Background: an optimization exercise with open tools, aiming at small area, a short achievable clock period and few clock cycles per item. Do not read the settings as production practice. No functional check of the RTL was part of any run shown here. No activity file was given, so power comes from the tool's default toggle rates.

### flow/constraint.sdc
create_clock -name core_clock -period 9.0 [get_ports {clk}]
set_input_delay 1.8000 -clock core_clock [delete_from_list [all_inputs] [get_ports {clk}]]
set_output_delay 1.8000 -clock core_clock [all_outputs]
set_load 0.01 [all_outputs]
### flow/design.v
module muxcodec_quant (
    input  wire        clk,
    input  wire        rst,         
    input  wire        in_valid,
    output wire        in_ready,
    input  wire        in_op,       
    input  wire [2:0]  in_res,      
    input  wire [2:0]  in_qty,      
    input  wire [63:0] in_din,
    output reg         out_valid,
    output reg  [63:0] out_dout,
    output reg  [2:0]  out_err      
);
    localparam [1:0] K_DIV = 2'd0;    
    localparam [1:0] K_MUL = 2'd1;    
    localparam [1:0] K_F2F = 2'd2;    
    localparam [1:0] K_F2D = 2'd3;    
    localparam [1:0] C_NONE = 2'd0;
    localparam [1:0] C_ZERO = 2'd1;   
    localparam [1:0] C_INF  = 2'd2;   
    localparam [1:0] C_NAN  = 2'd3;   
    reg         busy;       
    reg         fin;        
    reg         first;      
    reg         fr;         
    reg  [1:0]  kind;
    reg  [2:0]  err;        
    reg  [1:0]  cst;        
    reg  [1:0]  res;
    reg  [2:0]  qty;
    reg         neg;
    reg         seen;       
    reg         h1, h0;     
    reg         g1, g0;     
    reg         stk;        
    reg         fst;        
    reg         up;         
    reg         sat;        
    reg  [54:0] A;          
    reg  [31:0] B;          
    reg  [10:0] X;          
    reg  [5:0]  T;          
    wire [53:0] inc_out;    
    assign in_ready = ~busy;
    wire accept = in_valid & ~busy;
    reg  [51:0] rom_m;
    reg  [54:0] rom_m3;
    reg  [10:0] rom_c1, rom_cs;
    always @(*) begin
        case ({qty, res})
            5'b000_00: begin rom_m = 52'h47AE147AE147B; rom_m3 = 55'h3D70A3D70A3D71; rom_c1 = 11'd1015; rom_cs = 11'd1024; end
            5'b000_01: begin rom_m = 52'hA36E2EB1C432D; rom_m3 = 55'h4EA4A8C154C987; rom_c1 = 11'd1008; rom_cs = 11'd1025; end
            5'b000_10: begin rom_m = 52'h4F8B588E368F1; rom_m3 = 55'h3EEA209AAA3AD3; rom_c1 = 11'd1005; rom_cs = 11'd1038; end
            5'b001_00: begin rom_m = 52'h999999999999A; rom_m3 = 55'h4CCCCCCCCCCCCE; rom_c1 = 11'd1018; rom_cs = 11'd1027; end
            5'b001_01: begin rom_m = 52'h0624DD2F1A9FC; rom_m3 = 55'h3126E978D4FDF4; rom_c1 = 11'd1010; rom_cs = 11'd1027; end
            5'b001_10: begin rom_m = 52'h4F8B588E368F1; rom_m3 = 55'h3EEA209AAA3AD3; rom_c1 = 11'd1005; rom_cs = 11'd1038; end
            5'b010_00: begin rom_m = 52'h0000000000000; rom_m3 = 55'h30000000000000; rom_c1 = 11'd1021; rom_cs = 11'd1030; end
            5'b010_01: begin rom_m = 52'h47AE147AE147B; rom_m3 = 55'h3D70A3D70A3D71; rom_c1 = 11'd1015; rom_cs = 11'd1032; end
            5'b010_10: begin rom_m = 52'h0624DD2F1A9FC; rom_m3 = 55'h3126E978D4FDF4; rom_c1 = 11'd1012; rom_cs = 11'd1045; end
            5'b011_00: begin rom_m = 52'h0204081020408; rom_m3 = 55'h3060C183060C18; rom_c1 = 11'd1015; rom_cs = 11'd1024; end
            5'b011_01: begin rom_m = 52'h0002000400080; rom_m3 = 55'h30006000C00180; rom_c1 = 11'd1007; rom_cs = 11'd1024; end
            5'b011_10: begin rom_m = 52'h0000000200000; rom_m3 = 55'h30000000600000; rom_c1 = 11'd991; rom_cs = 11'd1024; end
            5'b100_00: begin rom_m = 52'h0000000000000; rom_m3 = 55'h30000000000000; rom_c1 = 11'd1021; rom_cs = 11'd1030; end
            5'b100_01: begin rom_m = 52'h999999999999A; rom_m3 = 55'h4CCCCCCCCCCCCE; rom_c1 = 11'd1018; rom_cs = 11'd1035; end
            5'b100_10: begin rom_m = 52'h0624DD2F1A9FC; rom_m3 = 55'h3126E978D4FDF4; rom_c1 = 11'd1012; rom_cs = 11'd1045; end
            5'b101_00: begin rom_m = 52'h0000000000000; rom_m3 = 55'h30000000000000; rom_c1 = 11'd1022; rom_cs = 11'd1031; end
            5'b101_01: begin rom_m = 52'h999999999999A; rom_m3 = 55'h4CCCCCCCCCCCCE; rom_c1 = 11'd1018; rom_cs = 11'd1035; end
            5'b101_10: begin rom_m = 52'h0624DD2F1A9FC; rom_m3 = 55'h3126E978D4FDF4; rom_c1 = 11'd1012; rom_cs = 11'd1045; end
            5'b110_00: begin rom_m = 52'h47AE147AE147B; rom_m3 = 55'h3D70A3D70A3D71; rom_c1 = 11'd1015; rom_cs = 11'd1024; end
            5'b110_01: begin rom_m = 52'h0624DD2F1A9FC; rom_m3 = 55'h3126E978D4FDF4; rom_c1 = 11'd1012; rom_cs = 11'd1029; end
            5'b110_10: begin rom_m = 52'h0C6F7A0B5ED8D; rom_m3 = 55'h3254E6E221C8A7; rom_c1 = 11'd1002; rom_cs = 11'd1035; end
            5'b111_00: begin rom_m = 52'h0000000000000; rom_m3 = 55'h30000000000000; rom_c1 = 11'd1022; rom_cs = 11'd1031; end
            5'b111_01: begin rom_m = 52'h999999999999A; rom_m3 = 55'h4CCCCCCCCCCCCE; rom_c1 = 11'd1018; rom_cs = 11'd1035; end
            5'b111_10: begin rom_m = 52'h0624DD2F1A9FC; rom_m3 = 55'h3126E978D4FDF4; rom_c1 = 11'd1012; rom_cs = 11'd1045; end
            default:   begin rom_m = 52'd0; rom_m3 = 55'd0; rom_c1 = 11'd1022; rom_cs = 11'd1055; end
        endcase
    end
    reg  [10:0] i_c0;
    always @(*) begin
        case ({in_qty, in_res[1:0]})
            5'b000_00: i_c0 = 11'd1015;
            5'b000_01: i_c0 = 11'd1008;
            5'b000_10: i_c0 = 11'd1005;
            5'b001_00: i_c0 = 11'd1018;
            5'b001_01: i_c0 = 11'd1010;
            5'b001_10: i_c0 = 11'd1005;
            5'b010_00: i_c0 = 11'd1021;
            5'b010_01: i_c0 = 11'd1015;
            5'b010_10: i_c0 = 11'd1012;
            5'b011_00: i_c0 = 11'd1015;
            5'b011_01: i_c0 = 11'd1007;
            5'b011_10: i_c0 = 11'd991;
            5'b100_00: i_c0 = 11'd1021;
            5'b100_01: i_c0 = 11'd1018;
            5'b100_10: i_c0 = 11'd1012;
            5'b101_00: i_c0 = 11'd1022;
            5'b101_01: i_c0 = 11'd1018;
            5'b101_10: i_c0 = 11'd1012;
            5'b110_00: i_c0 = 11'd1015;
            5'b110_01: i_c0 = 11'd1012;
            5'b110_10: i_c0 = 11'd1002;
            5'b111_00: i_c0 = 11'd1022;
            5'b111_01: i_c0 = 11'd1018;
            5'b111_10: i_c0 = 11'd1012;
            default:   i_c0 = 11'd1022;
        endcase
    end
    function [55:0] add55;
        input [54:0] a, b;
        input        cin;
        reg   [55:0] g, p, pg;
        integer      l, k, j;
        begin
            g[0] = cin; p[0] = 1'b0;
            for (k = 1; k < 56; k = k + 1) begin
                g[k] = a[k-1] & b[k-1];
                p[k] = a[k-1] ^ b[k-1];
            end
            pg = p;
            for (l = 0; l < 6; l = l + 1)
                for (k = 0; k < 56; k = k + 1)
                    if (((k >> l) & 1) != 0) begin
                        j = ((k >> l) << l) - 1;
                        g[k]  = g[k] | (pg[k] & g[j]);
                        pg[k] = pg[k] & pg[j];
                    end
            add55 = {g[55], p[55:1] ^ g[54:0]};
        end
    endfunction
    function [53:0] inc54;
        input [53:0] a;
        input        cin;
        reg   [54:0] c;
        integer      l, k, j;
        begin
            c = {a, cin};
            for (l = 0; l < 6; l = l + 1)
                for (k = 0; k < 55; k = k + 1)
                    if (((k >> l) & 1) != 0) begin
                        j = ((k >> l) << l) - 1;
                        c[k] = c[k] & c[j];
                    end
            inc54 = a ^ c[53:0];
        end
    endfunction
    wire        i_int  = ~in_res[2] & ~(in_res[1] & in_res[0]);
    wire        i_flt  = (in_res == 3'd3);
    wire [10:0] i_e64  = in_din[62:52];
    wire [7:0]  i_e32  = in_din[30:23];
    wire        i_f2f_sub = (i_e64[10:5] == 6'b011011) | (i_e64 == 11'd896);
    wire        i_f2d_sub = (i_e32 == 8'd0);
    wire        i_iter = i_int | (i_flt & (in_op ? i_f2d_sub : i_f2f_sub));
    reg  [31:0] i_k;
    always @(*) begin
        case (in_res[1:0])
            2'd0:    i_k = {{24{in_din[7]}},  in_din[7:0]};
            2'd1:    i_k = {{16{in_din[15]}}, in_din[15:0]};
            default: i_k = in_din[31:0];
        endcase
    end
    reg  [31:0] i_krev;
    integer i;
    always @(*) begin
        for (i = 0; i < 32; i = i + 1)
            i_krev[31 - i] = i_k[i];
    end
    wire        i_e32ff = (i_e32 == 8'hFF);
    wire [22:0] i_m32   = {in_din[22] | (i_e32ff & (|in_din[21:0])), in_din[21:0]};
    wire [10:0] i_x32   = i_e32ff ? 11'h7FF :
                          (i_e32 == 8'd0) ? 11'd897 :
                          {i_e32[7], ~i_e32[7], ~i_e32[7], ~i_e32[7], i_e32[6:0]};
    wire [52:0] d  = {1'b1, rom_m};
    wire [55:0] S1 = add55(A, ~{2'b00, d},      1'b1);    
    wire [55:0] S2 = add55(A, ~{1'b0, d, 1'b0}, 1'b1);    
    wire [55:0] S3 = add55(A, ~rom_m3,          1'b1);    
    wire        ge1 = S1[55], ge2 = S2[55], ge3 = S3[55];
    wire        qb0 = ge2;                    
    wire        qb1 = ge3 | (ge1 & ~ge2);     
    wire        kr0    = B[31], kr1 = B[30];
    wire        km0    = (neg & seen) ? ~kr0 : kr0;
    wire        seen0  = seen | kr0;
    wire        km1    = (neg & seen0) ? ~kr1 : kr1;
    wire        seen1  = seen0 | kr1;
    wire        k_one  = (neg ? (&B[30:0]) : ~(|B[30:0])) & (~neg | seen0);
    reg  [1:0]  sel;
    always @(*) begin
        case (kind)
            K_DIV:   sel = {qb0, qb1};
            K_MUL:   sel = {km1 & ~k_one, km0};
            default: sel = 2'd0;
        endcase
    end
    reg  [54:0] Ss;
    always @(*) begin
        case (sel)
            2'd0:    Ss = A;
            2'd1:    Ss = S1[54:0];
            2'd2:    Ss = S2[54:0];
            default: Ss = S3[54:0];
        endcase
    end
    wire        x_c1   = (X == rom_c1);
    wire        x_c1p  = (X == rom_c1 + 11'd1);
    wire        f0     = fr | x_c1;               
    wire        f1     = fr | x_c1 | x_c1p;       
    wire        in1    = (T != 6'd1);             
    wire        q_hit0 = (f0 & ~qb0) | (f1 & in1 & ~qb1);
    wire        q_nan  = (X == 11'h7FF);
    wire        q_zero = (X < rom_c1);
    wire        q_sat  = (X >= rom_cs);
    wire        q_spec = first & (q_nan | q_zero | q_sat);
    wire        k_rest = neg ? (&B[29:0]) : ~(|B[29:0]);
    wire        k_done = k_rest & (~neg | seen1);
    reg  [31:0] k_min_rev;
    always @(*) begin
        case (res)
            2'd0:    k_min_rev = 32'h01FFFFFF;
            2'd1:    k_min_rev = 32'h0001FFFF;
            default: k_min_rev = 32'h00000001;
        endcase
    end
    wire        k_zero = (B == 32'd0);
    wire        k_min  = (B == k_min_rev);
    reg  [30:0] q_max;
    reg         q_top, q_ones;
    always @(*) begin
        case (res)
            2'd0:    begin q_max = 31'h7F;       q_top = B[7];  q_ones = &B[6:0];  end
            2'd1:    begin q_max = 31'h7FFF;     q_top = B[15]; q_ones = &B[14:0]; end
            default: begin q_max = 31'h7FFFFFFF; q_top = B[31]; q_ones = &B[30:0]; end
        endcase
    end
    wire        q_satf = sat | q_top | (up & q_ones);
    wire [31:0] q_satv = neg ? (~{1'b0, q_max} + 32'd1) : {1'b0, q_max};
    wire [31:0] q_val  = q_satf ? q_satv : inc_out[31:0];
    reg  [63:0] q_dout;
    always @(*) begin
        case (res)
            2'd0:    q_dout = {56'd0, q_val[7:0]};
            2'd1:    q_dout = {48'd0, q_val[15:0]};
            default: q_dout = {32'd0, q_val};
        endcase
    end
    reg  [63:0] q_sent;
    always @(*) begin
        case (res)
            2'd0:    q_sent = 64'h80;
            2'd1:    q_sent = 64'h8000;
            default: q_sent = 64'h80000000;
        endcase
    end
    wire [52:0] acc    = ~A[52:0];
    wire        m_top  = acc[52];
    wire [52:0] m_man  = m_top ? acc : {acc[51:0], h1};
    wire        m_rb   = m_top ? h1 : h0;
    wire        m_sb   = m_top ? (h0 | g1 | g0 | stk) : (g1 | g0 | stk);
    wire        m_up   = m_rb & (m_sb | m_man[0]);
    wire [53:0] m_rnd  = inc_out;
    wire [10:0] m_exp0 = X + {10'd0, m_top};
    wire [10:0] m_exp1 = X + {9'd0, m_top, ~m_top};
    wire        m_cy   = m_up & (&acc[51:0]) & (m_top | h1);
    wire [10:0] m_exp  = m_cy ? m_exp1 : m_exp0;
    wire [63:0] m_dout = {neg, m_exp, m_rnd[51:0]};
    wire [52:0] fm     = ~A[52:0];
    wire        f_rb   = fm[28];
    wire        f_up   = f_rb & (fst | fm[29]);
    wire [7:0]  f_e8   = {~X[7], X[6:0]} & {8{fm[52]}};
    wire [30:0] f_body = inc_out[30:0];
    wire        f_nan  = |fm[51:0];
    reg  [31:0] f_out;
    always @(*) begin
        case (cst)
            C_ZERO:  f_out = {neg, 31'd0};
            C_INF:   f_out = {neg, 8'hFF, 23'd0};
            C_NAN:   f_out = f_nan ? {neg, 8'hFF, 1'b1, fm[50:29]} : {neg, 8'hFF, 23'd0};
            default: f_out = {neg, f_body};
        endcase
    end
    wire [63:0] d_dout = (cst == C_ZERO) ? {neg, 63'd0} : {neg, X, B[22:0], 29'd0};
    reg  [53:0] inc_in;
    reg         inc_c;
    always @(*) begin
        case (kind)
            K_DIV:   begin inc_in = {22'd0, neg ? ~B : B};           inc_c = neg ^ up;  end
            K_MUL:   begin inc_in = {1'b0, m_man};                   inc_c = m_up;      end
            default: begin inc_in = {23'd0, f_e8, fm[51:29]};       inc_c = f_up;      end
        endcase
    end
    assign inc_out = inc54(inc_in, inc_c);
    reg  [63:0] r_dout;
    always @(*) begin
        if (err != 3'd0)
            r_dout = 64'd0;
        else begin
            case (kind)
                K_DIV:   r_dout = (cst == C_INF) ? q_sent : q_dout;
                K_MUL:   r_dout = (cst == C_ZERO) ? 64'd0 :
                                  (cst == C_NAN)  ? 64'h7FF8000000000000 : m_dout;
                K_F2F:   r_dout = {32'd0, f_out};
                default: r_dout = d_dout;
            endcase
        end
    end
    reg done;    
    always @(*) begin
        case (kind)
            K_DIV:   done = q_spec | q_hit0 | (T == 6'd2) | (T == 6'd1);
            K_MUL:   done = (first & k_min) | k_one | k_done;
            K_F2F:   done = (X == 11'd896);
            default: done = B[22] | (first & (B[22:0] == 23'd0));
        endcase
    end
    reg  [10:0] x_step;
    always @(*) begin
        case (kind)
            K_DIV:   x_step = 11'h7FE;    
            K_MUL:   x_step = k_one ? 11'h001 : 11'h002;    
            K_F2F:   x_step = 11'h001;    
            default: x_step = 11'h7FF;    
        endcase
    end
    wire r1 = (kind == K_F2F) | k_one;
    always @(posedge clk) begin
        out_dout <= r_dout;
        out_err  <= err;
        if (accept) begin
            res   <= in_res[1:0];
            qty   <= in_qty;
            first <= 1'b1;
            fr    <= 1'b0;
            err   <= (in_res == 3'd4) ? 3'd3 : in_res[2] ? 3'd5 : 3'd0;
            h1    <= 1'b0;
            h0    <= 1'b0;
            g1    <= 1'b0;
            g0    <= 1'b0;
            stk   <= 1'b0;
            fst   <= |in_din[27:0];
            up    <= 1'b0;
            sat   <= 1'b0;
            seen  <= 1'b0;
            T     <= 6'd54;
            cst   <= C_NONE;
            if (in_op) begin
                if (i_flt) begin
                    kind <= K_F2D;
                    neg  <= in_din[31];
                    X    <= i_x32;
                    B    <= {9'd0, i_m32};
                end else begin
                    kind <= K_MUL;
                    neg  <= i_k[31];
                    X    <= i_c0;
                    B    <= i_krev;
                end
                A <= {55{1'b1}};
            end else begin
                kind <= i_flt ? K_F2F : K_DIV;
                neg  <= in_din[63];
                X    <= i_e64;
                A    <= i_flt ? ~{2'b00, 1'b1, in_din[51:0]} : {1'b0, 1'b1, in_din[51:0], 1'b0};
                B    <= 32'd0;
                if (i_flt) begin
                    if (i_e64 == 11'h7FF)
                        cst <= C_NAN;
                    else if (i_e64 >= 11'd1151)
                        cst <= C_INF;
                    else if (i_e64 <= 11'd872)
                        cst <= C_ZERO;
                end
            end
        end else begin
            first <= 1'b0;
            X     <= X + x_step;
            T     <= first ? (qb0 ? 6'd52 : 6'd53) : T - 6'd2;
            seen  <= seen1;
            stk   <= stk | g1 | g0;
            fst   <= fst | ~A[28];
            if (kind == K_DIV)
                A <= {Ss[52:0], 2'b00};
            else if (r1)
                A <= {1'b1, Ss[54:1]};
            else
                A <= {2'b11, Ss[54:2]};
            if (r1) begin
                h1 <= ~Ss[0];
                h0 <= h1;
                g1 <= h0;
                g0 <= 1'b0;
            end else begin
                h1 <= ~Ss[1];
                h0 <= ~Ss[0];
                g1 <= h1;
                g0 <= h0;
            end
            case (kind)
                K_DIV: begin
                    if (q_spec) begin
                        cst <= q_nan ? C_INF : C_NONE;
                        sat <= q_sat & ~q_nan;
                    end else begin
                        if (~f1)
                            B <= {B[29:0], qb0, qb1};
                        else if (~f0)
                            B <= {B[30:0], qb0};
                        if (f1) fr <= 1'b1;
                        up <= ~q_hit0;
                    end
                end
                K_MUL: begin
                    B <= {B[29:0], neg, neg};
                    if (first & k_zero) cst <= C_ZERO;
                    if (first & k_min)  cst <= C_NAN;
                end
                K_F2F: ;
                default: begin
                    B <= {B[30:0], 1'b0};
                    if (first & (B[22:0] == 23'd0)) cst <= C_ZERO;
                end
            endcase
        end
        if (rst) begin
            busy      <= 1'b0;
            fin       <= 1'b0;
            out_valid <= 1'b0;
        end else begin
            out_valid <= fin;
            if (accept) begin
                busy <= i_iter;
                fin  <= ~i_iter;
            end else if (busy) begin
                busy <= ~done;
                fin  <= done;
            end else begin
                fin  <= 1'b0;
            end
        end
    end
endmodule
### flow/config.mk
export PLATFORM = sky130hd
export DESIGN_NAME = muxcodec_quant
export DESIGN_NICKNAME = muxcodec_quant
export VERILOG_FILES = /design/flow/design.v
export SDC_FILE = /design/flow/constraint.sdc
export NUM_CORES = 4
export LEC_CHECK = 0
export CAP_MARGIN = 20
export CORE_MARGIN = 2
export CORE_UTILIZATION = 40
export SETUP_SLACK_MARGIN = 4.5
export SLEW_MARGIN = 20
### flow/run.sh
#!/bin/bash
# synth_recipe.tcl (not shown) runs the flow's synth.tcl, then flattens the netlist and writes it again
# the make line also repeats each setting of config.mk as NAME=value (left out here)
make -C /OpenROAD-flow-scripts/flow DESIGN_CONFIG=/design/flow/config.mk WORK_HOME=/design/flow/orfs CLKGATE_MAP_FILE= SYNTH_SCRIPT=/design/flow/synth_recipe.tcl finish
==> flow_summary.ini, run 1 <==
[status]
outcome = no timing/DRC/antenna violations

[logic_synthesis]
yosys-top-cells-area = dfxtp_1 18%, ha_1 9.9%, a21oi_1 5.6%, nand2_1 5.3%, edfxtp_1 5.1%
ys_async_sr_fraction_pct = 0
synth_area_per_cell_um2 = 7.487
synth_top_area_share_pct = 17.94
yosys_warnings = 1
synthesis.instances = 3518
synth_seq_area_share_pct = 23.07
synth_cell_types = 95
synth-edff-count = 45
synth.cell_area_mm2 = 0.02634
synth_area_leader_cell = dfxtp_1
synth_nets = 3816
synthFlopType = dfxtp_1
synth_seq_cells = 281

[hold_path]
hold_start = err[1]$_SDFFCE_PN1P_
holdPathStages = 0
worstHoldEndpoint = out_err[1]$_DFF_P_
hold_class = flip-flop to flip-flop

[cells_and_area]
final_layout_size_suffix_gt1_share_pct = 10.10
multi_input_area_mm2 = 0.01918
final_nets = 3938
area_growth_syn_to_layout_pct = 17.94
fillers = 6537
mostFrequentLayoutCell = nand2_1
seqCellArea_mm2 = 0.006098
fin_area_mm2 = 0.03106
layout_common_cells = 372 x nand2_1, 348 x nor2_1, 290 x a21oi_1, 220 x dfxtp_1, 203 x o21ai_0

[power]
power.density_mw_per_mm2 = 342.3
ir_worst_vdd_mv = 0.1621
p_leak_uw = 0.01246

[placement]
dp_slack_ns = 3.346
dp_hpwl_mm = 88.48
placed_area_mm2 = 0.02854
routabilityCongestion = 1.062
io_buffers = 142

[clocking]
htreeDepth = 1
cts_sinks = 281
cts_tree = built
clk_latency_ns = 0.63
root_buffer = clkbuf_16
cts_buffer_depth = 3
cts_buffers = 31
clk_pin_slew_ns = 0.06
cts_hold_buf = 0

[global_route]
grt_use_total_pct = 34.16
antenna_found_initial = 4
grt_pass1_vias = 26476
grt_max_degree = 80
grt_overflow = 0
grt_pass1_wl_mm = 174.5

[sta]
finalHoldViolations = 0
whs_ns = 0.3680
layout_setup_ws_ns = 4.496
maxSlewViolCount = 0
min_period_ns = 4.504
setup_tns_ns = 0
worst_pin_slew_ns = 1.159
relSlewSlack_pct = 22.72
fmax_mhz = 222.0
finalCritPeriodShare_pct = 50.04
clock-skew-final_ns = 0.03727
setup_viol = 0
rsz0062_at_grt = true

[detailed_routing]
drt-wirelength-per-cell_um = 26.80
vias = 29434
ant_nets = 0
first_pass_iters = 9
wl_mm = 121.4
drt_iter0_drc = 4078
avgViaCountPerCell = 6.500
drc_errors = 0

[worst_setup_path]
worst_setup_path_end_kind = flip-flop
r2r_setup_slack_ns = 4.50
crit_type = flip-flop to flip-flop
start_kind = flip-flop
worstPathRequired_ns = 9.52
cp.arrival_ns = 5.03
path_max_fanout = 15
worst_r2r_endpoint = A[35]$_DFF_P_
r2r_start = rom_m3[6]$_DFF_P_
reg2regPathDepth = 16

[floorplan]
die_h_um = 260.6
rows = 94
die_area_mm2 = 0.06792
ios = 143
start_util_pct = 40.21
core_region_area_mm2 = 0.06551
die-width_um = 260.6

[job]
max_cap_viol_count = 0
per-stage QoR:
step / std cells / util [%] / power, uW
6_report: 4528 / 47.42 / 10630
5_1_grt: 4527 / 47.42 / 11150
4_1_cts: 4479 / 46.25 / 10070
3_5_place_dp: 4372 / 43.57 / 8595
3_3_place_gp: 4372 / 43.57 / 8618
2_1_floorplan: 3518 / - / 6418
synthesized netlist by cell type, types with 46 or more instances:
cell,instances
o211ai_1,46
a211oi_1,75
mux2i_1,107
o22ai_1,48
xor2_1,88
inv_1,186
nor2_1,354
a21oi_1,297
o21ai_0,209
nand3_1,68
nand2_1,374
ha_1,208
o21ai_1,59
clkbuf_1,168
a221oi_1,68
xnor2_1,109
dfxtp_1,236
a21o_1,49
nor3_1,71
nand4_1,58
sequential cells by signal, indices dropped and copies added, names as in the netlist, 3 cells and up:
signal    count
rom_cs        5
B            32
A            55
rom_m3       45
rom_c1        6
out_dout     64
out_err       3
qty           3
T             6
d            27
err           3
X            11
cells by family (layout without fill, tap and decap cells):
group / Yosys count / in the layout / synth area share (%)
flip-flops: 281 / 281 / 23.07
XOR/XNOR: 197 / 197 / 6.550
buffers and inverters: 409 / 552 / 6.185
multiplexers: 122 / 122 / 4.807
AO/OA/AOI/OAI: 1139 / 1140 / 27.99
other: 0 / 1 / 0
AND/OR/NAND/NOR: 1146 / 1147 / 20.31
adder cells (fa/ha/maj): 224 / 224 / 11.10
how the worst max path moves through the flow:
stage | startpoint | to | slack (ns) | depth (start not counted)
after floorplan | A[52]$_DFF_P_ | out_dout[50]$_SDFF_PP0_ | 4.48 | 22
after global placement | in_valid | d[38]$_DFF_P_ | 3.42 | 9
after detailed placement | in_valid | d[38]$_DFF_P_ | 3.35 | 9
after CTS | d[30]$_DFF_P_ | A[19]$_DFF_P_ | 4.50 | 16
after global routing | B[18]$_DFFE_PP_ | X[10]$_DFF_P_ | 4.41 | 19
final | rom_m3[6]$_DFF_P_ | A[35]$_DFF_P_ | 4.50 | 16
timing repair:
item | in CTS | in global routing
setup buffers | 48 | 43
gates cloned | 3 | 5
resized for setup | 70 | 70
endpoints found under the setup margin | 167 | 136
pin swaps | 18 | 28
layer usage:
metal | share of wire [%] | wire, um | vias to the layer above | track usage (%)
met2 | 41 | 49680 | 2059 | 49.91
met4 | 6.8 | 8268 | 4 | 19.08
met3 | 13 | 16140 | 478 | 10.87
li1 | - | - | 13160 | -
met1 | 39 | 47240 | 13733 | 44.30
met5 | 0.024 | 29 | - | 0
area by class of cell:
cell class                      count  area share, %
Clock inverter                     12         0.3705
Multi-Input combinational cell   2830          61.73
Tap cell                          864          3.480
Sequential cell                   281          19.63
Clock buffer                       44          2.948
Timing Repair Buffer              309          9.509
Inverter                          187          2.320
Antenna cell                        1       0.008055
power breakdown:
group / leakage [uW] / total (uW) / internal, uW / switching, uW
Combinational: 0.00950 / 7190 / 2700 / 4490
Sequential: 0.00244 / 2130 / 1570 / 565
Clock: 0.000517 / 1310 / 740 / 571
Total: 0.0125 / 10600 / 5010 / 5630
critical path, stage by stage, from the launching register on:
cell	delay (ns)
dfxtp_1	0.51
inv_1	0.17
ha_1	0.35
a21o_1	0.22
nor3_1	0.24
a211o_1	0.29
a21oi_1	0.11
buf_4	0.16
o2111a_1	0.24
o211ai_1	0.25
and4_4	0.34
a21oi_4	0.11
buf_4	0.18
clkbuf_16	0.17
a31oi_1	0.62
a22oi_1	0.21
o221ai_1	0.22
==> run 2, diff against run 1 <==
--- a/flow/config.mk
+++ b/flow/config.mk
@@ -8,5 +8,5 @@
 export CAP_MARGIN = 20
 export CORE_MARGIN = 2
-export CORE_UTILIZATION = 40
+export CORE_UTILIZATION = 60
 export SETUP_SLACK_MARGIN = 4.5
 export SLEW_MARGIN = 20
==> run 2 against run 1 <==
Against the previous run:
- flip-flop and latch count stayed put
- count of clock-buffer cells in the layout is 2 higher
- total power is 0.29% higher
- sequential power is 9.4% higher
==> flow_summary.ini, run 2 <==
[detailed_routing]
drt-wirelength-per-cell_um = 27.75
drc_errors = 0
wl_mm = 116.8
first_pass_iters = 12
vias = 30536
ant_nets = 0
drt_iter0_drc = 5232
avgViaCountPerCell = 7.257

[worst_setup_path]
worst_setup_path_end_kind = flip-flop
worstPathRequired_ns = 9.45
start_kind = flip-flop
crit_buf_inv = 1
crit_type = flip-flop to flip-flop
cp.arrival_ns = 4.96
path_delay_family = compound AO/OA/AOI/OAI gates
slowest_delay_ns = 0.68
path_max_fanout = 19
r2r_setup_slack_ns = 4.49
cpMaxStageDelayCell = dfxtp_1
worstPathCellList = ha_1, and4_1, a221o_1, a221oi_4, a21o_4, a21o_1, nand4_1, a21oi_4, buf_12, mux2i_1, mux2i_1, o221ai_1, a21o_1

[floorplan]
core_region_area_mm2 = 0.04317
ios = 143
start_util_pct = 61.01
die-width_um = 213.5
die_h_um = 213.5
rows = 76
die_area_mm2 = 0.04559

[global_route]
grt_use_total_pct = 49.35
grt_util_met2_pct = 71.64
grt_pass1_wl_mm = 169.0
busiest_layer = met2
antenna_found_initial = 3
grt_pass1_vias = 27599
grt_overflow = 0
grt_max_degree = 90
grt_use_met3_pct = 16.46
met1_usage_pct = 57.74

[power]
intPower_uw = 5076
p_leak_uw = 0.01222
p_comb_share_pct = 64.0
ir_worst_vdd_mv = 0.2794
power.density_mw_per_mm2 = 350.1
switching_share_pct = 52.41
power_switching_uw = 5590
pwr-share-seq_pct = 21.9
clkPwrFrac_pct = 14.1

[clocking]
clk_latency_ns = 0.58
cts_buffer_depth = 3
cts_sinks = 281
root_buffer = clkbuf_16
cts_tree = built
htreeDepth = 2
cts_buffers = 34
clk_pin_slew_ns = 0.06

[logic_synthesis]
synthTopCellsByCount = 374 x nand2_1, 354 x nor2_1, 297 x a21oi_1, 236 x dfxtp_1, 209 x o21ai_0
synthFlopType = dfxtp_1
yosys-top-cells-area = dfxtp_1 18%, ha_1 9.9%, a21oi_1 5.6%, nand2_1 5.3%, edfxtp_1 5.1%
synthesis.instances = 3518
synth-edff-count = 45
synth_nets = 3816
synth_area_leader_cell = dfxtp_1
synth_seq_area_share_pct = 23.07
synth_area_per_cell_um2 = 7.487
ys_async_sr_fraction_pct = 0
synth_top_area_share_pct = 17.94
synth.cell_area_mm2 = 0.02634
synth_seq_cells = 281
synth_most_common_cell = nand2_1
yosys_warnings = 1
synth_cell_types = 95

[placement]
io_buffers = 142
dp_hpwl_mm = 84.18
routabilityCongestion = 1.111
dp.cells = 4064
placed_area_mm2 = 0.02797

[job]
max_cap_viol_count = 0

[cells_and_area]
layout_common_cells = 372 x nand2_1, 349 x nor2_1, 292 x a21oi_1, 210 x dfxtp_1, 205 x o21ai_0
instances_no_fill = 4208
area_growth_syn_to_layout_pct = 15.66
fin_area_mm2 = 0.03047
top_register = out_dout
mostFrequentLayoutCell = nand2_1
largest_reg_flops = 64
fillers = 3581
final_layout_size_suffix_gt1_share_pct = 9.417
final_nets = 3894

[sta]
rsz0062_at_grt = true
fmax_mhz = 221.9
min_period_ns = 4.506
worst_pin_slew_ns = 1.141
setup_viol = 0
relSlewSlack_pct = 23.62
setup_tns_ns = 0
maxSlewViolCount = 0
finalCritPeriodShare_pct = 50.07
finalHoldViolations = 0
clock-skew-final_ns = 0.04345

[status]
outcome = no timing/DRC/antenna violations

[hold_path]
hold_class = flip-flop to flip-flop
[run 2: final timing paths]
kind	from	to	cells after the start
worst max-delay path	A[19]$_DFF_P_	A[25]$_DFF_P_	13
worst min-delay path	err[0]$_SDFFCE_PN1P_	out_err[0]$_DFF_P_	0
worst max register to register	A[19]$_DFF_P_	A[25]$_DFF_P_	13
worst min register to register	err[0]$_SDFFCE_PN1P_	out_err[0]$_DFF_P_	0
[run 2: kinds of logic (layout without fill, tap and decap cells)]
group / Yosys count / count (layout) / share of synthesized area (%)
AO/OA/AOI/OAI: 1139 / 1139 / 27.99
multiplexers: 122 / 122 / 4.807
AND/OR/NAND/NOR: 1146 / 1146 / 20.31
XOR/XNOR: 197 / 197 / 6.550
adder cells (fa/ha/maj): 224 / 224 / 11.10
other: 0 / 2 / 0
buffers and inverters: 409 / 512 / 6.185
flip-flops: 281 / 281 / 23.07
[run 2: area by class of cell]
type	count	area [um^2]	share of cell area, %
Sequential cell	281	6113	20.07
Clock inverter	15	193.9	0.6366
Timing Repair Buffer	264	2575	8.452
Antenna cell	2	5.005	0.01643
Inverter	187	732.0	2.403
Clock buffer	46	988.4	3.244
Multi-Input combinational cell	2828	19130	62.78
Tap cell	585	732.0	2.403
[run 2: layer usage]
layer,share of wire (%),wire (um),vias to the layer above
met4,11,13080,2
met5,0.077,90,-
li1,-,-,13101
met3,14,16180,810
met2,41,47780,2658
met1,34,39640,13965
[run 2: power groups by stage]
stage	Clock (uW)	Sequential [uW]	Combinational (uW)
2_1_floorplan	0	1830	4580
6_report	1500	2330	6830
5_1_grt	1530	2320	7230
3_5_place_dp	0	2290	6070
4_1_cts	1480	2250	6260
3_3_place_gp	0	2270	5910
[run 2: timing repair]
| item | in CTS | in global routing |
|---|---|---|
| hold endpoints to repair | 0 | 0 |
| gates cloned | 0 | 5 |
| endpoints found under the setup margin | 175 | 127 |
| hold buffers | 0 | 0 |
| pin swaps | 9 | 26 |
| resized for setup | 65 | 85 |
| buffers inserted | 41 | 35 |
[run 2: per-stage QoR]
step           worst slack, ns  hold WS [ns]  utilization (%)  power, uW
3_5_place_dp             3.126        0.3498            64.80       8358
6_report                 4.494        0.3621            70.57      10670
3_3_place_gp             3.260        0.3438            64.80       8181
4_1_cts                  4.460        0.3631            68.82       9984
2_1_floorplan            4.481        0.3393                -       6418
5_1_grt                  4.439        0.3887            70.56      11080
[run 2: worst register-to-register path: cells and delay by family, from the launching register on]
kind / cells / cell delay [ns]
multiplexers: 2 / 0.62
buffers and inverters: 1 / 0.22
adder cells (fa/ha/maj): 1 / 0.39
AND/OR/NAND/NOR: 2 / 0.50
AO/OA/AOI/OAI: 7 / 2.01
flip-flops: 1 / 0.68
==> run 3, diff against run 2 <==
--- a/flow/design.v
+++ b/flow/design.v
@@ -324,5 +324,5 @@
         out_dout <= r_dout;
         out_err  <= err;
-        if (accept) begin
+        if (~busy) begin
             res   <= in_res[1:0];
             qty   <= in_qty;
--- a/flow/config.mk
+++ b/flow/config.mk
@@ -8,5 +8,5 @@
 export CAP_MARGIN = 20
 export CORE_MARGIN = 2
-export CORE_UTILIZATION = 60
+export CORE_UTILIZATION = 40
 export SETUP_SLACK_MARGIN = 4.5
 export SLEW_MARGIN = 20
==> run 3 against run 2 <==
Against the previous run:
- via count decreased by 4.8%
- combinational power decreased by 42%
- core utilization decreased by 23 points
- count of clock-buffer cells in the layout increased by 2
- critical path type unchanged
- largest power group unchanged
==> flow_summary.ini, run 3 <==
[status]
outcome = no timing/DRC/antenna violations

[logic_synthesis]
synth_top_area_share_pct = 18.01
synth_most_common_cell = nand2_1
yosys-top-cells-area = dfxtp_1 18%, ha_1 9.9%, a21oi_1 6.1%, edfxtp_1 5.1%, nand2_1 4.9%
synth_seq_cells = 281
synth_seq_area_share_pct = 23.16
synth_nets = 3758
yosys_warnings = 1
synth.cell_area_mm2 = 0.02624
synthFlopType = dfxtp_1
synthesis.instances = 3460
synthTopCellsByCount = 340 x nand2_1, 324 x nor2_1, 320 x a21oi_1, 251 x o21ai_0, 236 x dfxtp_1
ys_async_sr_fraction_pct = 0
synth_cell_types = 91
synth-edff-count = 45
synth_area_leader_cell = dfxtp_1
synth_area_per_cell_um2 = 7.584

[detailed_routing]
vias = 29071
ant_nets = 0
wl_met2_mm = 48.14
highest_layer = met5
drc_errors = 0
drt_iter0_drc = 4449
met3RoutedLength_mm = 15.71
m1WireLength_mm = 47.92
drt-wirelength-per-cell_um = 26.67
first_pass_iters = 7
avgViaCountPerCell = 6.539
wl_mm = 118.6

[global_route]
grt_pass1_wl_mm = 171.2
grt_overflow = 0
antenna_found_initial = 2
grt_max_degree = 80
grt_pass1_vias = 26278
grt_use_total_pct = 33.57

[sta]
setup_viol = 0
setup_tns_ns = 0
min_period_ns = 4.509
worst_pin_slew_ns = 1.137
finalCritPeriodShare_pct = 50.10
maxSlewViolCount = 0
relSlewSlack_pct = 24.10
finalHoldViolations = 0
rsz0062_at_grt = true
fmax_mhz = 221.8
clock-skew-final_ns = 0.03703

[clocking]
cts_buffer_depth = 3
cts_sinks = 281
clk_pin_slew_ns = 0.06
htreeDepth = 2
cts_tree = built
clk_latency_ns = 0.59
cts_buffers = 34
root_buffer = clkbuf_16
cts_hold_buf = 0

[cells_and_area]
final_nets = 3864
antennaDiodeCount = 0
largest_reg_flops = 64
multi_input_area_mm2 = 0.01927
fillers = 6498
seqCellArea_mm2 = 0.006148
area_growth_syn_to_layout_pct = 18.39
layout_common_cells = 336 x nand2_1, 319 x nor2_1, 313 x a21oi_1, 240 x o21ai_0, 198 x dfxtp_1
mostFrequentLayoutCell = nand2_1
top_register = out_dout
final_layout_size_suffix_gt1_share_pct = 11.50

[worst_setup_path]
worst_setup_path_end_kind = flip-flop
path_max_fanout = 5
crit_type = flip-flop to flip-flop
worstPathRequired_ns = 9.49
slowest_delay_ns = 0.55
cp.arrival_ns = 5.00
worstPathCellList = inv_1, ha_1, a21oi_1, o21ai_0, a221oi_2, o211ai_1, nand3_1, o2111a_2, a2111oi_4, buf_6, nor3_4, clkbuf_16, buf_4, a211oi_1, a31oi_1, a21oi_1, o211ai_1
cpMaxStageDelayCell = a31oi_1
start_kind = flip-flop

[floorplan]
die_area_mm2 = 0.06766
ios = 143
die_h_um = 260.1
start_util_pct = 40.56
die-width_um = 260.1
rows = 93
core_region_area_mm2 = 0.06470

[power]
p_leak_uw = 0.01251
power.density_mw_per_mm2 = 232.4
power.total_uw = 7219
ir_worst_vdd_mv = 0.1368

[hold_path]
hold_class = flip-flop to flip-flop

[placement]
routabilityCongestion = 1.012
dp_hpwl_mm = 87.30
io_buffers = 142

[job]
max_cap_viol_count = 0
-- run 3: cell count changes in the layout (fill, tap and decap cells not counted), moves of 29 or more --
cell and change:
o21ai_1 -38, a22o_1 +37, nand2_1 -36, o21ai_0 +35, nor2_1 -30, mux2_2 +29
-- run 3: logic make-up (layout without fill, tap and decap cells) --
logic type / after synthesis / count (layout) / synth area share, %
flops: 281 / 281 / 23.16
simple gates: 1087 / 1091 / 19.38
mux: 136 / 136 / 5.441
fa+ha+maj: 224 / 224 / 11.14
buf+inv: 389 / 516 / 5.756
xor+xnor: 201 / 201 / 6.709
compound gates: 1142 / 1142 / 28.42
-- run 3: power by group --
group          internal [uW]  total [uW]  switching, uW
logic                   1540        3990           2450
clock network            867        1490            626
registers               1450        1740            290
-- run 3: path summary, 6_finish.rpt --
check                  startpoint            endpoint  slack, ns  cells after the start
min          err[1]$_SDFFCE_PN1N_  out_err[1]$_DFF_P_       0.35                      0
max                 d[32]$_DFF_P_       A[19]$_DFF_P_       4.49                     17
max reg2reg         d[32]$_DFF_P_       A[19]$_DFF_P_       4.49                     17
min reg2reg  err[1]$_SDFFCE_PN1N_  out_err[1]$_DFF_P_       0.35                      0
-- run 3: layer usage --
layer,up-vias,global-route usage (%)
met5,-,0
met4,2,17.27
met3,394,9.211
met2,2071,47.86
met1,13636,45.93
li1,12968,-
-- run 3: stage by stage --
step                      setup slack [ns]  hold slack [ns]  instances  instance area, um^2  utilization (%)
final                                4.491           0.3476       4446                31060            48.02
after global routing                 4.408           0.3774       4446                31060            48.02
after CTS                            4.449           0.3487       4389                30150            46.61
after detailed placement             3.343           0.3609       4291                28320            43.78
after global placement               3.466           0.3560       4291                28320            43.78
after floorplan                      4.510           0.3393       3460                26260                -
-- run 3: what timing repair did --
item,4_1_cts,5_1_grt
endpoints found under the setup margin,114,114
gates cloned,5,2
pin swaps,14,28
gates resized for setup,74,129
hold endpoints to repair,0,0
setup buffers,32,55
-- run 3: cell type report --
| class | count | area share, % |
|---|---|---|
| Timing Repair Buffer | 288 | 8.825 |
| Multi-Input combinational cell | 2794 | 62.03 |
| Tap cell | 855 | 3.444 |
| Clock inverter | 13 | 0.5155 |
| Clock buffer | 48 | 3.311 |
| Inverter | 167 | 2.086 |
| Sequential cell | 281 | 19.79 |
-- run 3: critical path, delay by kind of cell, from the launching register on --
| family | cells | cell delay [ns] |
|---|---|---|
| AOI/OAI and AO/OA | 10 | 2.48 |
| buffers and inverters | 4 | 0.72 |
| and+or+nand+nor | 2 | 0.61 |
| adders and majority gates | 1 | 0.31 |
| DFF | 1 | 0.30 |
==> run 4, diff against run 3 <==
--- a/flow/config.mk
+++ b/flow/config.mk
@@ -9,4 +9,4 @@
 export CORE_MARGIN = 2
 export CORE_UTILIZATION = 40
-export SETUP_SLACK_MARGIN = 4.5
+export SETUP_SLACK_MARGIN = 4
 export SLEW_MARGIN = 20
==> run 4 against run 3 <==
Against the previous run:
- global-route usage shrank 0.66 points
- first-iteration DRC count decreased by 7.7%
- hold slack improved by 0.014 ns
- routed wire length down 3.0%
- via count shrank 2.2%
- register-to-register slack got worse by 0.45 ns
- non-clock buffer count down 81
- cell count decreased by 1.8%
- clock power hardly changed
- combinational power is 8.0% lower
- critical path type unchanged
- highest routed layer unchanged
==> flow_summary.ini, run 4 <==
[floorplan]
die_area_mm2 = 0.06766
ios = 143
core_region_area_mm2 = 0.06470
start_util_pct = 40.56
die_h_um = 260.1
die-width_um = 260.1
rows = 93

[clocking]
cts_buffer_depth = 3
clk_latency_ns = 0.59
cts_buffers = 34
cts_hold_buf = 0
cts_tree = built
cts_sinks = 281
clk_pin_slew_ns = 0.06
root_buffer = clkbuf_16
htreeDepth = 2

[placement]
dp_slack_ns = 3.294
placed_area_mm2 = 0.02824
dp.cells = 4279
routabilityCongestion = 1.002
io_buffers = 142
dp_hpwl_mm = 87.06

[sta]
clock-skew-final_ns = 0.02885
worst_pin_slew_ns = 1.173
setup_tns_ns = 0
finalCritPeriodShare_pct = 55.11
setup_viol = 0
layout_setup_ws_ns = 4.040
rsz0062_at_grt = true
finalHoldViolations = 0
relSlewSlack_pct = 21.50
maxSlewViolCount = 0
min_period_ns = 4.960
fmax_mhz = 201.6

[detailed_routing]
ant_nets = 0
drt-wirelength-per-cell_um = 26.34
drc_errors = 0
drt_iter0_drc = 4106
first_pass_iters = 8
wl_mm = 115.0
avgViaCountPerCell = 6.516
vias = 28435

[power]
power_switching_uw = 3260
intPower_uw = 3694
clkPwrFrac_pct = 21.5
p_comb_share_pct = 52.8
power.density_mw_per_mm2 = 232.9
switching_share_pct = 46.88
p_leak_uw = 0.01202
pwr-share-seq_pct = 25.7
ir_worst_vdd_mv = 0.1394

[logic_synthesis]
synth_seq_area_share_pct = 23.16
synthFlopType = dfxtp_1
synthesis.instances = 3460
synth_most_common_cell = nand2_1
ys_async_sr_fraction_pct = 0
yosys-top-cells-area = dfxtp_1 18%, ha_1 9.9%, a21oi_1 6.1%, edfxtp_1 5.1%, nand2_1 4.9%
synth_cell_types = 91
synth.cell_area_mm2 = 0.02624
synth-adder-area-share_pct = 11.14
synthTopCellsByCount = 340 x nand2_1, 324 x nor2_1, 320 x a21oi_1, 251 x o21ai_0, 236 x dfxtp_1
synth_area_per_cell_um2 = 7.584
synth_top_family_by_area = compound AO/OA/AOI/OAI gates
synthMuxAreaShare_pct = 5.441
synth_seq_cells = 281
synth_nets = 3758
synth_area_leader_cell = dfxtp_1
synthXorXnorAreaFrac_pct = 6.709
synth_top_area_share_pct = 18.01
synth-compound-area-share_pct = 28.42
yosys_warnings = 1
synth-edff-count = 45
synth-simple-area-share_pct = 19.38

[cells_and_area]
mostFrequentLayoutCell = nand2_1
final_layout_size_suffix_gt1_share_pct = 6.956
area_growth_syn_to_layout_pct = 13.80
top_register = out_dout
fin_area_mm2 = 0.02986
fillers = 6598
largest_reg_flops = 64
final_nets = 3781
instances_no_fill = 4364
layout_common_cells = 339 x nand2_1, 321 x nor2_1, 319 x a21oi_1, 248 x o21ai_0, 224 x dfxtp_1

[worst_setup_path]
cpMaxStageDelayCell = dfxtp_1
start_kind = flip-flop
path_max_fanout = 37
crit_buf_inv = 2
worstPathRequired_ns = 9.53
r2r_setup_slack_ns = 4.04
worst_r2r_endpoint = A[38]$_DFF_P_
reg2regPathDepth = 14
path_common_cell = a221oi_1
r2r_start = A[35]$_DFF_P_
crit_cells = 14
crit_type = flip-flop to flip-flop
slowest_delay_ns = 0.79
worstPathCellList = ha_1, and4_1, a221oi_1, o211ai_1, nand3_1, o2111a_1, a2111oi_4, buf_4, nor3_4, buf_8, mux2_2, a221oi_1, o21ai_0, nand2_1
path_delay_family = compound AO/OA/AOI/OAI gates
cp.arrival_ns = 5.49
worst_setup_path_end_kind = flip-flop

[hold_path]
worstHoldEndpoint = out_err[0]$_DFF_P_
hold_start = err[0]$_SDFFCE_PN1N_
holdPathStages = 0
hold_class = flip-flop to flip-flop

[global_route]
grt_pass1_wl_mm = 168.6
grt_overflow = 0
grt_use_total_pct = 32.90
antenna_found_initial = 2
grt_pass1_vias = 26038
grt_max_degree = 79

[status]
outcome = no timing/DRC/antenna violations

[job]
max_cap_viol_count = 0
run 4: routing by layer:
layer / vias up / wire [um] / track usage [%]
li1: 12785 / - / -
met1: 13380 / 48070 / 45.57
met2: 1942 / 46710 / 47.86
met3: 326 / 14050 / 7.797
met4: 2 / 6113 / 15.44
met5: - / 18 / 0
run 4: repair_timing:
| action | 4_1_cts | 5_1_grt |
|---|---|---|
| setup buffers | 4 | 17 |
| pin swaps | 5 | 7 |
| endpoints found under the setup margin | 81 | 69 |
| resized for setup | 22 | 36 |
| cloned | 2 | 0 |
run 4: cell families after synthesis:
kind of cell | Yosys count
adder cells (fa/ha/maj) | 224
buffers and inverters | 389
AO/OA/AOI/OAI | 1142
XOR/XNOR | 201
multiplexers | 136
flip-flops | 281
AND/OR/NAND/NOR | 1087
run 4: worst register-to-register path, stage by stage, from the launching register on:
cell       delay, ns
dfxtp_1         0.79
ha_1            0.42
and4_1          0.32
a221oi_1        0.56
o211ai_1        0.30
nand3_1         0.17
o2111a_1        0.36
a2111oi_4       0.10
buf_4           0.20
nor3_4          0.24
buf_8           0.33
mux2_2          0.46
a221oi_1        0.44
o21ai_0         0.15
nand2_1         0.09
run 4: area by class of cell:
type	count	area, um^2	area share (%)
Antenna cell	1	2.502	0.008380
Clock inverter	15	214.0	0.7165
Multi-Input combinational cell	2791	18880	63.22
Sequential cell	281	6093	20.41
Tap cell	855	1070	3.583
Clock buffer	46	977.2	3.273
Timing Repair inverter	1	5.005	0.01676
Timing Repair Buffer	207	1987	6.654
Inverter	167	634.4	2.124
run 4: power groups by stage:
stage,sequential [uW],clock (uW),combinational [uW]
after global routing,1790,1550,3940
after floorplan,1580,0,2530
final,1790,1500,3670
after global placement,1790,0,3460
after CTS,1760,1510,3500
after detailed placement,1790,0,3460
run 4: how the worst max path moves through the flow:
stage | slack (ns) | endpoint | start
floorplan | 4.01 | out_dout[31]$_SDFF_PP0_ | kind[1]$_DFFE_PN_
global placement | 3.24 | out_dout[26]$_SDFF_PP0_ | kind[1]$_DFFE_PN_
detailed placement | 3.29 | out_dout[26]$_SDFF_PP0_ | kind[1]$_DFFE_PN_
CTS | 3.95 | out_dout[26]$_SDFF_PP0_ | kind[0]$_DFFE_PN_
global route | 3.96 | A[38]$_DFF_P_ | A[35]$_DFF_P_
finish | 4.04 | A[38]$_DFF_P_ | A[35]$_DFF_P_
run 4: through the flow:
step / power [uW] / hold WS [ns] / utilization, %
detailed placement: 5250 / 0.3550 / 43.65
floorplan: 4109 / 0.3393 / -
finish: 6953 / 0.3621 / 46.15
global route: 7277 / 0.3792 / 46.15
CTS: 6774 / 0.3626 / 45.72
global placement: 5252 / 0.3468 / 43.64
==> run 5, diff against run 4 <==
--- a/flow/config.mk
+++ b/flow/config.mk
@@ -9,4 +9,4 @@
 export CORE_MARGIN = 2
 export CORE_UTILIZATION = 40
-export SETUP_SLACK_MARGIN = 4
+export SETUP_SLACK_MARGIN = 5
 export SLEW_MARGIN = 20
==> run 5 against run 4 <==
Against the previous run:
- still clean on timing, DRC and antenna
- via count rose by 7.6%
- sequential power fell by 3%
- die area did not move
- sequential share of layout area fell by 2.2 points
- count of clock-buffer cells in the layout rose by 4
- register-to-register slack improved by 0.71 ns
- hold slack improved by 0.0086 ns
- clock skew rose by 0.0074 ns
- global-route usage rose by 2.4 points
- total power rose by 17%
- cell count rose by 5.2%
- maximum frequency rose by 17%
==> flow_summary.ini, run 5 <==
[detailed_routing]
vias = 30586
m1WireLength_mm = 49.62
drt_iter0_drc = 4513
first_pass_iters = 10
wl_mm = 128.5
highest_layer = met5
wl_met2_mm = 50.89
met3RoutedLength_mm = 18.86
avgViaCountPerCell = 6.662
drc_errors = 0
drt-wirelength-per-cell_um = 27.99
ant_nets = 0

[global_route]
grt_use_total_pct = 35.31
grt_overflow = 0
antenna_found_initial = 3
grt_pass1_wl_mm = 180.1
grt_max_degree = 57
grt_pass1_vias = 27531

[cells_and_area]
final_layout_size_suffix_gt1_share_pct = 20.57
multi_input_area_mm2 = 0.02082
mostFrequentLayoutCell = nand2_1
seqCellArea_mm2 = 0.006208
fillers = 6167
layout_common_cells = 333 x nand2_1, 312 x nor2_1, 288 x a21oi_1, 219 x buf_4, 209 x o21ai_0
final_nets = 4005
top_register = out_dout
largest_reg_flops = 64
area_growth_syn_to_layout_pct = 30.31

[worst_setup_path]
worstPathCellList = clkinvlp_4, buf_4, buf_4, ha_2, a21oi_1, o21ai_1, a31oi_1, o21ai_1, a211o_1, o2111ai_4, a21oi_4, buf_4, nor3_4, buf_6, clkbuf_16, mux2i_4, o221ai_2, o31ai_1, o21ai_1
worstPathRequired_ns = 9.43
crit_cells = 19
worst_setup_path_end_kind = flip-flop
path_delay_family = compound AO/OA/AOI/OAI gates
crit_buf_inv = 6
slowest_delay_ns = 0.39
cp.arrival_ns = 4.67
path_max_fanout = 7
reg2regPathDepth = 19
start_kind = flip-flop
cpMaxStageDelayCell = a211o_1
crit_type = flip-flop to flip-flop

[job]
max_cap_viol_count = 0

[hold_path]
hold_class = flip-flop to flip-flop
holdPathStages = 0

[sta]
layout_setup_ws_ns = 4.754
setup_viol = 0
relSlewSlack_pct = 21.92
fmax_mhz = 235.5
finalCritPeriodShare_pct = 47.18
maxSlewViolCount = 0
min_period_ns = 4.246
finalHoldViolations = 0
rsz0062_at_grt = true
worst_pin_slew_ns = 1.170
setup_tns_ns = 0
clock-skew-final_ns = 0.03625

[logic_synthesis]
synth_nets = 3758
synthTopCellsByCount = 340 x nand2_1, 324 x nor2_1, 320 x a21oi_1, 251 x o21ai_0, 236 x dfxtp_1
synth_top_area_share_pct = 18.01
synth_area_per_cell_um2 = 7.584
synth-edff-count = 45
synth_most_common_cell = nand2_1
yosys-top-cells-area = dfxtp_1 18%, ha_1 9.9%, a21oi_1 6.1%, edfxtp_1 5.1%, nand2_1 4.9%
synth_area_leader_cell = dfxtp_1
ys_async_sr_fraction_pct = 0
synthesis.instances = 3460
synth_seq_cells = 281
synth_seq_area_share_pct = 23.16
yosys_warnings = 1
synth_cell_types = 91
synth.cell_area_mm2 = 0.02624
synthFlopType = dfxtp_1

[floorplan]
die_area_mm2 = 0.06766
core_region_area_mm2 = 0.06470
start_util_pct = 40.56
die-width_um = 260.1
rows = 93
die_h_um = 260.1
ios = 143

[clocking]
root_buffer = clkbuf_16
cts_buffer_depth = 3
clk_latency_ns = 0.60
clk_pin_slew_ns = 0.07
cts_tree = built
cts_buffers = 35
cts_sinks = 281
htreeDepth = 2

[placement]
dp_hpwl_mm = 88.93
io_buffers = 142
routabilityCongestion = 1.000
dp_slack_ns = 3.536

[power]
ir_worst_vdd_mv = 0.1379
power.density_mw_per_mm2 = 237.1
p_leak_uw = 0.01359

[status]
outcome = no timing/DRC/antenna violations
run 5: cell counts after synthesis:
Identical to the previous run, type by type.
run 5: routing by layer:
layer / up-vias / global-route usage, %
met3: 564 / 10.08
met4: 2 / 19.27
met1: 14370 / 47.91
li1: 13264 / -
met5: - / 0
met2: 2386 / 50.06
run 5: worst register-to-register path: cells and delay by family (launching register included):
| family | cells | cell delay, ns |
|---|---|---|
| muxes | 1 | 0.33 |
| DFF | 1 | 0.34 |
| AOI/OAI and AO/OA | 10 | 1.86 |
| buffers and inverters | 6 | 1.02 |
| adders and majority gates | 1 | 0.30 |
| and+or+nand+nor | 1 | 0.27 |
run 5: what timing repair did:
| item | in CTS | in global routing |
|---|---|---|
| gates cloned | 7 | 12 |
| setup buffers | 109 | 101 |
| resized for setup | 290 | 286 |
| hold buffers | 0 | 0 |
| pin swaps | 60 | 108 |
| endpoints found under the setup margin | 179 | 144 |
run 5: final cells by class:
class	count	area share [%]
diodes	3	0.02196
clock buffers	50	2.990
inverters	167	1.932
well taps	855	3.129
clock inverters	13	0.5050
multi-input cells	2795	60.90
flip-flops and latches	281	18.16
repair buffers	427	12.37
run 5: cells by family (layout without fill, tap and decap cells):
logic type      after synthesis  in the layout  share of synthesized area (%)
compound gates             1142           1142                          28.42
simple gates               1087           1092                          19.38
buf+inv                     389            657                          5.756
flops                       281            281                          23.16
fa+ha+maj                   224            224                          11.14
xor+xnor                    201            201                          6.709
mux                         136            136                          5.441
other cells                   0              3                              0
run 5: path summary, 6_finish.rpt:
kind | end | slack [ns] | start
worst min register to register | out_err[1]$_DFF_P_ | 0.37 | err[1]$_SDFFCE_PN1N_
worst max-delay path | A[45]$_DFF_P_ | 4.75 | rom_m3[42]$_DFF_P_
worst min-delay path | out_err[1]$_DFF_P_ | 0.37 | err[1]$_SDFFCE_PN1N_
worst max register to register | A[45]$_DFF_P_ | 4.75 | rom_m3[42]$_DFF_P_
run 5: report_power, final:
part / switching, uW / internal [uW] / total, uW
Combinational: 2900 / 1970 / 4870
Clock: 642 / 860 / 1500
Sequential: 281 / 1450 / 1740
Total: 3820 / 4280 / 8110
run 5: stage by stage:
| step | area (um^2) | hold WS (ns) | instances | total power, uW | utilization, % |
|---|---|---|---|---|---|
| global placement | 28400 | 0.3532 | 4296 | 5317 | 43.90 |
| CTS | 31820 | 0.3696 | 4475 | 7246 | 49.18 |
| floorplan | 26440 | 0.3393 | 3460 | 4128 | - |
| global route | 34180 | 0.3722 | 4588 | 8382 | 52.84 |
| finish | 34190 | 0.3707 | 4591 | 8106 | 52.85 |
| detailed placement | 28400 | 0.3531 | 4296 | 5308 | 43.90 |
==> run 6, diff against run 5 <==
--- a/flow/config.mk
+++ b/flow/config.mk
@@ -6,7 +6,8 @@
 export NUM_CORES = 4
 export LEC_CHECK = 0
+export ABC_AREA = 1
 export CAP_MARGIN = 20
 export CORE_MARGIN = 2
 export CORE_UTILIZATION = 40
-export SETUP_SLACK_MARGIN = 5
+export SETUP_SLACK_MARGIN = 4.5
 export SLEW_MARGIN = 20
==> run 6 against run 5 <==
Against the previous run:
- still clean
- register-to-register slack lost 0.17 ns
- final area fell by 6.3%
- combinational power is 23% lower
- largest cell class unchanged
- highest routed layer unchanged
==> flow_summary.ini, run 6 <==
[status]
outcome = no timing/DRC/antenna violations

[logic_synthesis]
synth_area_per_cell_um2 = 6.228
synth_nets = 4882
synthesis.instances = 4584
synth-edff-count = 45
synthFlopType = dfxtp_1
synth_top_area_share_pct = 16.55
synthTopCellsByCount = 1066 x nand2_1, 607 x inv_1, 434 x nand3_1, 351 x a21oi_1, 350 x nor2_1
synth_seq_cells = 281
synth.cell_area_mm2 = 0.02855
ys_async_sr_fraction_pct = 0
synth_area_leader_cell = dfxtp_1
yosys-top-cells-area = dfxtp_1 17%, nand2_1 14%, ha_1 9.1%, inv_1 8.0%, nand3_1 7.6%
synth_most_common_cell = nand2_1
synth_seq_area_share_pct = 21.28
yosys_warnings = 1
synth_cell_types = 76

[cells_and_area]
mostFrequentLayoutCell = nand2_1
largest_reg_flops = 64
layout_common_cells = 1059 x nand2_1, 598 x inv_1, 434 x nand3_1, 349 x a21oi_1, 346 x nor2_1
seqCellArea_mm2 = 0.006083
top_register = out_dout
antennaDiodeCount = 0
final_layout_size_suffix_gt1_share_pct = 5.825
area_growth_syn_to_layout_pct = 12.24
multi_input_area_mm2 = 0.01919
fillers = 7572
final_nets = 4923

[global_route]
grt_max_degree = 88
grt_pass1_wl_mm = 188.2
met1_usage_pct = 45.77
grt_pass1_vias = 29592
grt_util_met2_pct = 49.58
grt_use_met3_pct = 8.908
grt_use_total_pct = 33.47
busiest_layer = met2
antenna_found_initial = 3
grt_overflow = 0

[sta]
finalCritPeriodShare_pct = 49.05
min_period_ns = 4.414
layout_setup_ws_ns = 4.586
fmax_mhz = 226.5
rsz0062_at_grt = true
finalHoldViolations = 0
worst_pin_slew_ns = 1.104
clock-skew-final_ns = 0.02010
setup_tns_ns = 0
setup_viol = 0
relSlewSlack_pct = 26.30
maxSlewViolCount = 0

[job]
max_cap_viol_count = 0

[detailed_routing]
avgViaCountPerCell = 5.898
first_pass_iters = 6
wl_mm = 127.5
drc_errors = 0
drt_iter0_drc = 4599
vias = 32984
drt-wirelength-per-cell_um = 22.81
ant_nets = 0

[clocking]
clk_latency_ns = 0.57
htreeDepth = 2
cts_tree = built
cts_sinks = 281
cts_buffers = 36
clk_pin_slew_ns = 0.07
cts_buffer_depth = 3
root_buffer = clkbuf_16
cts_hold_buf = 0

[worst_setup_path]
worstPathRequired_ns = 9.42
path_max_fanout = 87
cp.arrival_ns = 4.84
reg2regPathDepth = 17
worst_setup_path_end_kind = flip-flop
crit_type = primary input to flip-flop
start_kind = primary input

[power]
p_leak_uw = 0.01483
p_comb_share_pct = 53.5
clkPwrFrac_pct = 21.6
ir_worst_vdd_mv = 0.1736
power.density_mw_per_mm2 = 218.8
intPower_uw = 3564
switching_share_pct = 49.17
pwr-share-seq_pct = 24.9
power_switching_uw = 3447

[floorplan]
die-width_um = 271.2
core_region_area_mm2 = 0.07039
rows = 97
die_h_um = 271.2
start_util_pct = 40.56
die_area_mm2 = 0.07353
ios = 143

[hold_path]
holdPathStages = 0
hold_class = flip-flop to flip-flop

[placement]
dp_hpwl_mm = 97.64
io_buffers = 142
dp_slack_ns = 3.599
routabilityCongestion = 1.031
## run 6: repair_timing
action                                  in CTS  in global routing
endpoints found under the setup margin      80                103
pin swaps                                    2                  1
gates cloned                                 2                  2
setup buffers                                1                 17
gates resized for setup                     20                 54
## run 6: metal layers
metal | routed length [um] | up-vias | part of all wire (%)
li1 | - | 15500 | -
met1 | 52640 | 15198 | 41
met2 | 52650 | 1966 | 41
met3 | 16070 | 318 | 13
met4 | 6176 | 2 | 4.8
met5 | 12 | - | 0.0094
## run 6: worst max-delay path: stages
cell	delay, ns
clkdlybuf4s50_1	0.69
ha_1	0.28
nand2_2	0.06
buf_4	0.30
inv_2	0.11
buf_6	0.50
nor2_1	0.09
o31ai_1	0.77
nand4_1	0.17
## run 6: worst paths after layout
path                        startpoint                  to  slack (ns)
setup reg to reg         A[28]$_DFF_P_       A[31]$_DFF_P_        4.59
hold / removal    err[2]$_SDFFCE_PN0N_  out_err[2]$_DFF_P_        0.37
hold reg to reg   err[2]$_SDFFCE_PN0N_  out_err[2]$_DFF_P_        0.37
setup / recovery             in_res[1]       A[17]$_DFF_P_        4.59
## run 6: power groups by stage
stage	logic (uW)	clock network, uW	registers (uW)
global route	4120	1580	1750
CTS	3590	1530	1730
finish	3750	1510	1740
global placement	3540	0	1750
detailed placement	3550	0	1750
floorplan	2590	0	1600
## run 6: final cells by class
| class | instances | share of cell area (%) |
|---|---|---|
| Sequential cell | 281 | 18.98 |
| Tap cell | 940 | 3.670 |
| Timing Repair Buffer | 198 | 6.056 |
| Multi-Input combinational cell | 3468 | 59.87 |
| Clock inverter | 19 | 0.6404 |
| Clock buffer | 46 | 3.089 |
| Inverter | 639 | 7.672 |
| Timing Repair inverter | 1 | 0.01562 |
## run 6: per-stage QoR
stage	power [uW]	hold slack (ns)	util (%)	cells	instance area, um^2
floorplan	4185	0.3490	-	4584	28550
global placement	5296	0.3626	43.23	5505	30430
detailed placement	5304	0.3587	43.23	5505	30430
CTS	6843	0.3686	45.08	5573	31730
global route	7444	0.3906	45.52	5592	32040
finish	7011	0.3700	45.52	5592	32040
## run 6: cells by family (layout without fill, tap and decap cells)
kind of cell / after synthesis / after routing / synth area share (%)
AND/OR/NAND/NOR: 2255 / 2258 / 35.36
AO/OA/AOI/OAI: 872 / 872 / 17.52
buffers and inverters: 838 / 903 / 12.10
flip-flops: 281 / 281 / 21.28
adder cells (fa/ha/maj): 224 / 224 / 10.24
XOR/XNOR: 114 / 114 / 3.497

[static timing again, ports no longer ideal]
No port has a modelled driver above. Below, the same layouts with a new extraction and two added sets of constraints.
Step 1, drivers: a clkbuf_16 drives clk and a buf_2 each remaining input, both assumed.
Step 2 times the ports against the registers' clock, not the clock port: input delays grow and output delays shrink by t, the midpoint of the rising clock arrivals with the driver on.
a / b / c = ideal / step 1 / step 2; a / b = the first two.
| run | t, ns | setup slack, ns | cell pins on the clock port's net |
|---|---|---|---|
| run 1 | 0.683 | 4.496 / 4.496 / 4.039 | 1 |
| run 2 | 0.623 | 4.494 / 4.494 / 3.974 | 1 |
| run 3 | 0.633 | 4.491 / 4.491 / 4.033 | 1 |
| run 4 | 0.630 | 4.040 / 4.040 / 3.783 | 1 |
| run 5 | 0.640 | 4.754 / 4.754 / 4.332 | 1 |
| run 6 | 0.628 | 4.586 / 4.590 / 3.972 | 1 |
After both steps setup and hold are still met in every run listed. The setup slack of run 6, which loses most, moves by +0.004 ns with the drivers and by -0.614 ns with both steps.
